From an optimization exercise on the open Yosys and OpenROAD flow, aimed at small area; shortcuts taken in it are not production practice. Only simulation tests tie the RTL to the original design; equivalence was not proved. Power figures rest on the tool's default switching activity, not on a simulated workload.

### flow/run.sh
#!/bin/bash
# synth_recipe.tcl (not shown) runs the flow's synth.tcl, then flattens the netlist and writes it again
# the make line also repeats each setting of config.mk as NAME=value (left out here)
make -C /OpenROAD-flow-scripts/flow DESIGN_CONFIG=/design/flow/config.mk WORK_HOME=/design/flow/orfs CLKGATE_MAP_FILE= SYNTH_SCRIPT=/design/flow/synth_recipe.tcl finish
### flow/config.mk
export PLATFORM = sky130hd
export DESIGN_NAME = frame_parser
export DESIGN_NICKNAME = frame_parser
export VERILOG_FILES = /design/flow/design.v
export SDC_FILE = /design/flow/constraint.sdc
export NUM_CORES = 4
export LEC_CHECK = 0
export CAP_MARGIN = 20
export CORE_MARGIN = 2
export CORE_UTILIZATION = 40
export PLACE_DENSITY = 0.6
export SLEW_MARGIN = 20
### flow/constraint.sdc
create_clock -name core_clock -period 10.0 [get_ports {clk}]
set_input_delay 2.0000 -clock core_clock [delete_from_list [all_inputs] [get_ports {clk}]]
set_output_delay 2.0000 -clock core_clock [all_outputs]
set_load 0.01 [all_outputs]
### flow/design.v
module frame_parser (
    input  wire        clk,
    input  wire        rst,               
    input  wire        cmd_valid,
    input  wire [7:0]  cmd_op,            
    input  wire [31:0] cmd_now,           
    input  wire [7:0]  cmd_byte,          
    output reg         rsp_valid,
    output reg  [7:0]  rsp_status,        
    output reg         rsp_begin,         
    output reg         rsp_data_valid,    
    output reg  [7:0]  rsp_data,          
    output reg  [23:0] rsp_type,          
    output reg  [15:0] rsp_plen,          
    output reg  [15:0] rsp_crc,           
    output reg  [31:0] rsp_time,          
    output reg  [31:0] rsp_attempted,     
    output reg  [31:0] rsp_valid_frames,  
    output reg  [31:0] rsp_cs_errors,     
    output reg  [31:0] rsp_malformed,     
    output reg  [31:0] rsp_timeouts       
);
    localparam [7:0]  START_MARKER   = 8'h02;
    localparam [7:0]  END_MARKER     = 8'h03;
    localparam [7:0]  ESC_MARKER     = 8'h1B;
    localparam [7:0]  ESC_XOR        = 8'h20;
    localparam [15:0] CRC_POLY       = 16'h1021;
    localparam [15:0] CRC_INIT       = 16'hFFFF;
    localparam        PAYLOAD_BUDGET = 999;
    localparam [31:0] TIMEOUT_MS     = 32'd5000;
    localparam [7:0] OP_FEED  = 8'h06;
    localparam [7:0] OP_TICK  = 8'h07;
    localparam [7:0] OP_STATS = 8'h08;
    localparam [7:0] OP_RESET = 8'h09;
    localparam [7:0] ST_OK      = 8'h00;
    localparam [7:0] ST_FRAME   = 8'h01;
    localparam [7:0] ST_ILLEGAL = 8'hFF;
    localparam [2:0] S_IDLE = 3'd0;
    localparam [2:0] S_LEN  = 3'd1;
    localparam [2:0] S_TYPE = 3'd2;
    localparam [2:0] S_PAY  = 3'd3;
    localparam [2:0] S_CS   = 3'd4;
    reg [2:0]  state;
    reg [1:0]  cnt;           
    reg [3:0]  dig0, dig1, dig2;
    reg [23:0] typ;
    reg [9:0]  raw_len;       
    reg [9:0]  pay_len;       
    reg        esc;
    reg [31:0] start;
    reg [15:0] crc;
    reg [7:0]  cs0, cs1, cs2;
    reg [31:0] attempted, valid_frames, cs_errors, malformed, timeouts;
    function [15:0] crc_byte(input [15:0] r_in, input [7:0] b);
        reg [15:0] r;
        integer i;
        begin
            r = r_in ^ {b, 8'h00};
            for (i = 0; i < 8; i = i + 1)
                r = r[15] ? ((r << 1) ^ CRC_POLY) : (r << 1);
            crc_byte = r;
        end
    endfunction
    function [7:0] hex_digit(input [3:0] x);
        hex_digit = (x <= 4'd9) ? (8'h30 + {4'd0, x}) : (8'h41 + {4'd0, x} - 8'd10);
    endfunction
    wire is_feed  = cmd_op == OP_FEED;
    wire is_tick  = cmd_op == OP_TICK;
    wire is_stats = cmd_op == OP_STATS;
    wire is_reset = cmd_op == OP_RESET;
    wire is_legal = is_feed | is_tick | is_stats | is_reset;
    wire [31:0] elapsed   = cmd_now - start;
    wire        timed_out = (is_feed | is_tick) && state != S_IDLE && elapsed > TIMEOUT_MS;
    wire [2:0]  cur_state = timed_out ? S_IDLE : state;
    wire        is_digit   = cmd_byte >= 8'h30 && cmd_byte <= 8'h39;
    wire        is_colon   = cmd_byte == 8'h3A;
    wire [15:0] crc_next   = crc_byte(crc, cmd_byte);
    wire [9:0]  declared   = dig0 * 7'd100 + dig1 * 4'd10 + dig2;
    wire [31:0] expect_cs  = {hex_digit(crc[15:12]), hex_digit(crc[11:8]),
                              hex_digit(crc[7:4]),   hex_digit(crc[3:0])};
    wire        over_budget = 4 + raw_len + 1 > PAYLOAD_BUDGET;
    reg [2:0]  n_state;
    reg [1:0]  n_cnt;
    reg        n_esc;
    reg        ev_begin, ev_malformed, ev_mismatch, ev_frame;
    reg        data_out;
    reg [7:0]  data_byte;
    always @(*) begin
        n_state      = cur_state;
        n_cnt        = cnt;
        n_esc        = esc;
        ev_begin     = 1'b0;
        ev_malformed = 1'b0;
        ev_mismatch  = 1'b0;
        ev_frame     = 1'b0;
        data_out     = 1'b0;
        data_byte    = cmd_byte;
        case (cur_state)
            S_IDLE: begin
                if (cmd_byte == START_MARKER) begin
                    n_state  = S_LEN;
                    n_cnt    = 2'd0;
                    ev_begin = 1'b1;
                end
            end
            S_LEN: begin
                if (cnt != 2'd3) begin
                    if (is_digit) n_cnt = cnt + 2'd1;
                    else          ev_malformed = 1'b1;
                end else begin
                    if (is_colon) begin
                        n_state = S_TYPE;
                        n_cnt   = 2'd0;
                    end else begin
                        ev_malformed = 1'b1;
                    end
                end
            end
            S_TYPE: begin
                if (cnt != 2'd3) begin
                    n_cnt = cnt + 2'd1;
                end else begin
                    if (is_colon) begin
                        n_state = S_PAY;
                        n_esc   = 1'b0;
                    end else begin
                        ev_malformed = 1'b1;
                    end
                end
            end
            S_PAY: begin
                if (esc) begin
                    n_esc     = 1'b0;
                    data_out  = 1'b1;
                    data_byte = cmd_byte ^ ESC_XOR;
                    if (over_budget) ev_malformed = 1'b1;
                end else if (cmd_byte == END_MARKER) begin
                    if (4 + raw_len != declared) ev_malformed = 1'b1;
                    else begin
                        n_state = S_CS;
                        n_cnt   = 2'd0;
                    end
                end else if (cmd_byte == ESC_MARKER) begin
                    n_esc = 1'b1;
                    if (over_budget) ev_malformed = 1'b1;
                end else begin
                    data_out = 1'b1;
                    if (over_budget) ev_malformed = 1'b1;
                end
            end
            S_CS: begin
                if (cnt != 2'd3) begin
                    n_cnt = cnt + 2'd1;
                end else begin
                    if ({cs0, cs1, cs2, cmd_byte} == expect_cs) ev_frame = 1'b1;
                    else                                        ev_mismatch = 1'b1;
                    n_state = S_IDLE;
                end
            end
            default: n_state = S_IDLE;
        endcase
        if (ev_malformed) begin
            n_state  = S_IDLE;
            data_out = 1'b0;
        end
    end
    always @(posedge clk) begin
        if (rst) begin
            state        <= S_IDLE;
            cnt          <= 2'd0;
            esc          <= 1'b0;
            attempted    <= 32'd0;
            valid_frames <= 32'd0;
            cs_errors    <= 32'd0;
            malformed    <= 32'd0;
            timeouts     <= 32'd0;
            rsp_valid    <= 1'b0;
        end else begin
            rsp_valid <= cmd_valid;
            if (cmd_valid) begin
                rsp_status     <= is_legal ? ST_OK : ST_ILLEGAL;
                rsp_begin      <= 1'b0;
                rsp_data_valid <= 1'b0;
                rsp_data       <= data_byte;
                rsp_type       <= typ;
                rsp_plen       <= {6'd0, pay_len};
                rsp_crc        <= crc;
                rsp_time       <= cmd_now;
                rsp_attempted    <= attempted;
                rsp_valid_frames <= valid_frames;
                rsp_cs_errors    <= cs_errors;
                rsp_malformed    <= malformed;
                rsp_timeouts     <= timeouts;
                if (is_reset) begin
                    state        <= S_IDLE;
                    cnt          <= 2'd0;
                    esc          <= 1'b0;
                    attempted    <= 32'd0;
                    valid_frames <= 32'd0;
                    cs_errors    <= 32'd0;
                    malformed    <= 32'd0;
                    timeouts     <= 32'd0;
                end
                if (timed_out) begin
                    timeouts <= timeouts + 32'd1;
                    state    <= S_IDLE;
                end
                if (is_feed) begin
                    state          <= n_state;
                    cnt            <= n_cnt;
                    esc            <= n_esc;
                    rsp_begin      <= ev_begin;
                    rsp_data_valid <= data_out;
                    if (ev_frame) rsp_status <= ST_FRAME;
                    if (ev_begin)     attempted    <= attempted + 32'd1;
                    if (ev_malformed) malformed    <= malformed + 32'd1;
                    if (ev_mismatch)  cs_errors    <= cs_errors + 32'd1;
                    if (ev_frame)     valid_frames <= valid_frames + 32'd1;
                    case (cur_state)
                        S_IDLE: if (ev_begin) begin
                            start   <= cmd_now;
                            crc     <= CRC_INIT;
                            raw_len <= 10'd0;
                            pay_len <= 10'd0;
                        end
                        S_LEN: begin
                            crc <= crc_next;
                            case (cnt)
                                2'd0: dig0 <= cmd_byte[3:0];
                                2'd1: dig1 <= cmd_byte[3:0];
                                2'd2: dig2 <= cmd_byte[3:0];
                                default: ;
                            endcase
                        end
                        S_TYPE: begin
                            crc <= crc_next;
                            if (cnt != 2'd3) typ <= {typ[15:0], cmd_byte};
                        end
                        S_PAY: if (esc || cmd_byte != END_MARKER) begin
                            crc     <= crc_next;
                            raw_len <= raw_len + 10'd1;
                            if (data_out) pay_len <= pay_len + 10'd1;
                        end
                        S_CS: begin
                            case (cnt)
                                2'd0: cs0 <= cmd_byte;
                                2'd1: cs1 <= cmd_byte;
                                2'd2: cs2 <= cmd_byte;
                                default: ;
                            endcase
                        end
                        default: ;
                    endcase
                end
            end
        end
    end
endmodule
==> flow_metrics.py <==
metrics = {
    "status": {
        "outcome": "finished clean",
    },
    "place": {
        "port_buffers": 311,
        "finalWeightedCongestion": 0.8659,
        "dp_hpwl_um": 48900,
    },
    "clock_tree": {
        "clock_sinks": 549,
        "cts_tree": "yes",
        "insertion_delay_ps": 630,
        "clockRootBuffer": "clkbuf_16",
        "clkTransAtPathRegs_ps": 60,
        "htree_levels": 2,
        "cts_resized": 0,
        "hold_buffers": 0,
        "postCtsSetupRepairBufs": 0,
        "cts_buffers": 59,
        "max-clock-path-buffers": 3,
    },
    "logic_synthesis": {
        "synth-async-reset-ratio_pct": 0,
        "yosysTopAreaCell": "edfxtp_1",
        "ys_seq_elements": 549,
        "synth_ff_type": "edfxtp_1",
        "yosysTopAreaCellShare_pct": 43.44,
        "synthTopCellsByArea": "edfxtp_1 43%, dfxtp_1 13%, nand2_1 3.7%",
        "yosysWarnings": 1,
        "synth_cell_types": 96,
        "synthCells": 2434,
        "synth_area_per_cell_um2": 10.85,
        "ys_seq_area_share_pct": 56.11,
        "synth-edff-count": 382,
        "synth_area_mm2": 0.02640,
    },
    "timing": {
        "fmax_mhz": 148.5,
        "slew_headroom_pct": 27.92,
        "period_minus_slack_ps": 6736,
        "rsz0062_at_grt": "no",
        "post-route-period-util_pct": 67.36,
        "fin_skew_ps": 24.39,
        "hold_ws_ps": 416.5,
        "drv_slew": 0,
        "tns_ps": 0,
        "tightest_slew_ps": 1071,
        "hold_viol": 0,
        "setup_violations": 0,
    },
    "floorplan": {
        "die_y_um": 260.9,
        "dieWidth_um": 260.9,
        "rows": 94,
        "num_io_pins": 318,
        "die_area_mm2": 0.06808,
        "core_area_mm2": 0.06551,
        "start_util_pct": 40.31,
    },
    "drt": {
        "wl_per_cell_um": 19.72,
        "drc": 0,
        "viasPerCell": 5.645,
        "drt_iter0_markers": 1488,
        "firstDrtPassIters": 6,
        "vias": 20420,
        "ant_nets": 0,
        "detail_route.wirelength_um": 71320,
    },
    "flow_run": {
        "max_cap_violations": 0,
    },
    "setup_path": {
        "crit_path_max_fanout": 33,
        "worstSetupPathType": "in2reg",
        "cp_data_required_time_ps": 10240,
        "critPathSlowestCell": "a21oi_1",
        "crit_path_start_kind": "input port",
        "critPathBufInv": 4,
        "worstPathCellList": "clkdlybuf4s50_1, inv_1, ha_1, inv_1, fa_1, a211oi_2, o21ai_2, a22oi_4, a21oi_1, or3_1, a2111o_1, nor4_1, nand3_2, buf_4, nand2_1, nand2_1, a21oi_1",
        "path_delay_family": "compound AO/OA/AOI/OAI gates",
        "cp.arrival_ps": 6970,
        "end_kind": "flop",
        "cp_slowest_stage_delay_ps": 790,
    },
    "pwr": {
        "p_switching_mw": 1.070,
        "p_sw_share_pct": 21.71,
        "internal-power_mw": 3.861,
        "ir_worst_vdd_mv": 0.1152,
        "power.density_mw_per_mm2": 152.7,
        "p_clk_share_pct": 44.7,
        "leakage_nw": 11.28,
        "power_frac_seq_pct": 50.0,
        "p_comb_share_pct": 5.3,
    },
    "global_route": {
        "grt_pass1_vias": 19370,
        "antenna_found_initial": 3,
        "grt_use_total_pct": 20.44,
        "grt_max_degree": 206,
        "grt_pass1_wl_um": 109900,
        "grt.overflow.total": 0,
    },
    "cells_and_area": {
        "syn2layout_area_growth_pct": 22.29,
        "drive_gt1_share_pct": 6.432,
        "layout_commonest_cell": "edfxtp_1",
        "layout_common_cells": "382 x edfxtp_1, 311 x clkdlybuf4s50_1, 260 x nand2_1, 167 x dfxtp_1, 139 x nor2_1",
        "nets": 2834,
    },
    "hold_path": {
        "min_path_type": "reg2reg",
    },
}
per-stage QoR:
| stage | std cells | instance area (um^2) | total power [mW] | utilization [%] | setup WS [ps] |
|---|---|---|---|---|---|
| global route | 3616 | 32290 | 5.105 | 49.29 | 2947 |
| global placement | 3503 | 30290 | 2.775 | 46.24 | 2626 |
| detailed placement | 3503 | 30290 | 2.778 | 46.24 | 2485 |
| floorplan | 2439 | 26430 | 2.644 | - | 62.92 |
| finish | 3617 | 32290 | 4.931 | 49.29 | 3264 |
| CTS | 3615 | 32260 | 4.992 | 49.24 | 3160 |
final timing paths:
path / to / slack [ps] / cells after the start / startpoint
worst max-delay path: raw_len[3]$_SDFFCE_PP0P_ / 3260 / 17 / cmd_now[0]
worst min-delay path: rsp_type[20]$_DFFE_PP_ / 420 / 0 / typ[20]$_DFFE_PP_
worst max register to register: pay_len[6]$_SDFFCE_PP0P_ / 4350 / 16 / dig1[1]$_DFFE_PP_
worst min register to register: rsp_type[20]$_DFFE_PP_ / 420 / 0 / typ[20]$_DFFE_PP_
sequential cells by signal, indices dropped and copies added (netlist names), 32 cells and up:
name,flops
rsp_time,32
malformed,32
rsp_cs_errors,32
start,32
attempted,32
rsp_malformed,32
rsp_attempted,32
rsp_valid_frames,32
rsp_timeouts,32
valid_frames,32
timeouts,32
cs_errors,32
worst register-to-register path, delay by kind of cell, from the launching register on:
kind,cells,cell delay (ps)
fa+ha+maj,5,1610
compound gates,5,1350
simple gates,2,980
buf+inv,2,640
flops,1,430
xor+xnor,2,330
power groups by stage:
stage | Clock (mW) | Combinational (mW) | Sequential, mW
2_1_floorplan | 0 | 0.110 | 2.53
3_3_place_gp | 0 | 0.261 | 2.51
3_5_place_dp | 0 | 0.263 | 2.51
4_1_cts | 2.26 | 0.264 | 2.47
5_1_grt | 2.35 | 0.284 | 2.47
6_report | 2.20 | 0.264 | 2.47
final cells by class:
| cell class | instances | area, um^2 |
|---|---|---|
| Clock inverter | 33 | 304.0 |
| Timing Repair Buffer | 338 | 3348 |
| Sequential cell | 549 | 14810 |
| Fill cell | 5810 | 33220 |
| Tap cell | 864 | 1081 |
| Clock buffer | 79 | 1664 |
| Multi-Input combinational cell | 1642 | 10660 |
| Antenna cell | 1 | 2.502 |
| Inverter | 111 | 416.7 |
kinds of logic (layout without fill, tap and decap cells):
logic type,after synthesis,in the layout,synth area share [%]
simple gates,883,883,17.02
xor+xnor,93,93,3.142
buf+inv,248,561,3.862
fa+ha+maj,82,82,4.056
flops,549,549,56.11
other cells,1,7,0.01420
mux,22,22,0.8577
compound gates,556,556,14.95
cells in the mapped netlist, types with 7 or more instances:
| master | count |
|---|---|
| or3_1 | 47 |
| nand3b_1 | 13 |
| nand3_1 | 97 |
| a31o_2 | 8 |
| buf_2 | 20 |
| a21oi_1 | 130 |
| a211oi_1 | 16 |
| o21a_1 | 12 |
| or4_1 | 37 |
| nand2b_1 | 19 |
| or2_2 | 7 |
| a2111oi_0 | 8 |
| o41ai_1 | 8 |
| nor4_1 | 30 |
| mux2i_1 | 17 |
| edfxtp_1 | 382 |
| and4_1 | 11 |
| nor2_1 | 143 |
| o22a_1 | 18 |
| o211ai_1 | 42 |
| a22oi_1 | 11 |
| nand4_1 | 57 |
| clkbuf_1 | 97 |
| o21bai_1 | 9 |
| o21ai_0 | 76 |
| nor2b_1 | 11 |
| a31oi_1 | 30 |
| dfxtp_1 | 167 |
| nor4b_1 | 7 |
| a21o_1 | 23 |
| and2_1 | 14 |
| and3_1 | 52 |
| xnor2_1 | 55 |
| a221o_1 | 9 |
| ha_1 | 76 |
| xor2_1 | 37 |
| nand2_1 | 261 |
| o21ai_1 | 16 |
| nor3_1 | 55 |
| o31ai_1 | 25 |
| buf_4 | 15 |
| inv_1 | 111 |
| a211o_1 | 17 |
| a32oi_1 | 8 |
routing by layer:
layer  vias to the layer above  track usage [%]  share of wire (%)
li1                       9699                -                  -
met1                      9991            26.47                 43
met2                       584            33.98                 48
met3                       140            4.244                5.8
met4                         4            7.095                3.3
met5                         -                0              0.036

## separate check: timing with driven ports
The results above use ideal ports. As a check the final layout listed here was re-extracted and re-timed, cells and wires unchanged. Step 1 assumes that a clkbuf_16 drives the clock port and a buf_2 every other input. Step 2 adds t to the input delays and takes it off the output delays; t is the mean of the earliest and latest rising clock arrival at the registers after step 1. Input paths then give back, and output paths get back, about the clock's delay inside the block. a / b / c = ideal ports / drivers / drivers and shift; a / b = the first two.
shift t [ns]: 0.686
slack for setup (ns): 3.264 / 3.305 / 2.619
worst setup path after step 2: input to register
slew at the worst register clock pin (ns): 0.06 / 0.06
After both steps this run still meets setup and hold. For this run, drivers alone change the setup slack by +0.041 ns; drivers and shift together by -0.645 ns.
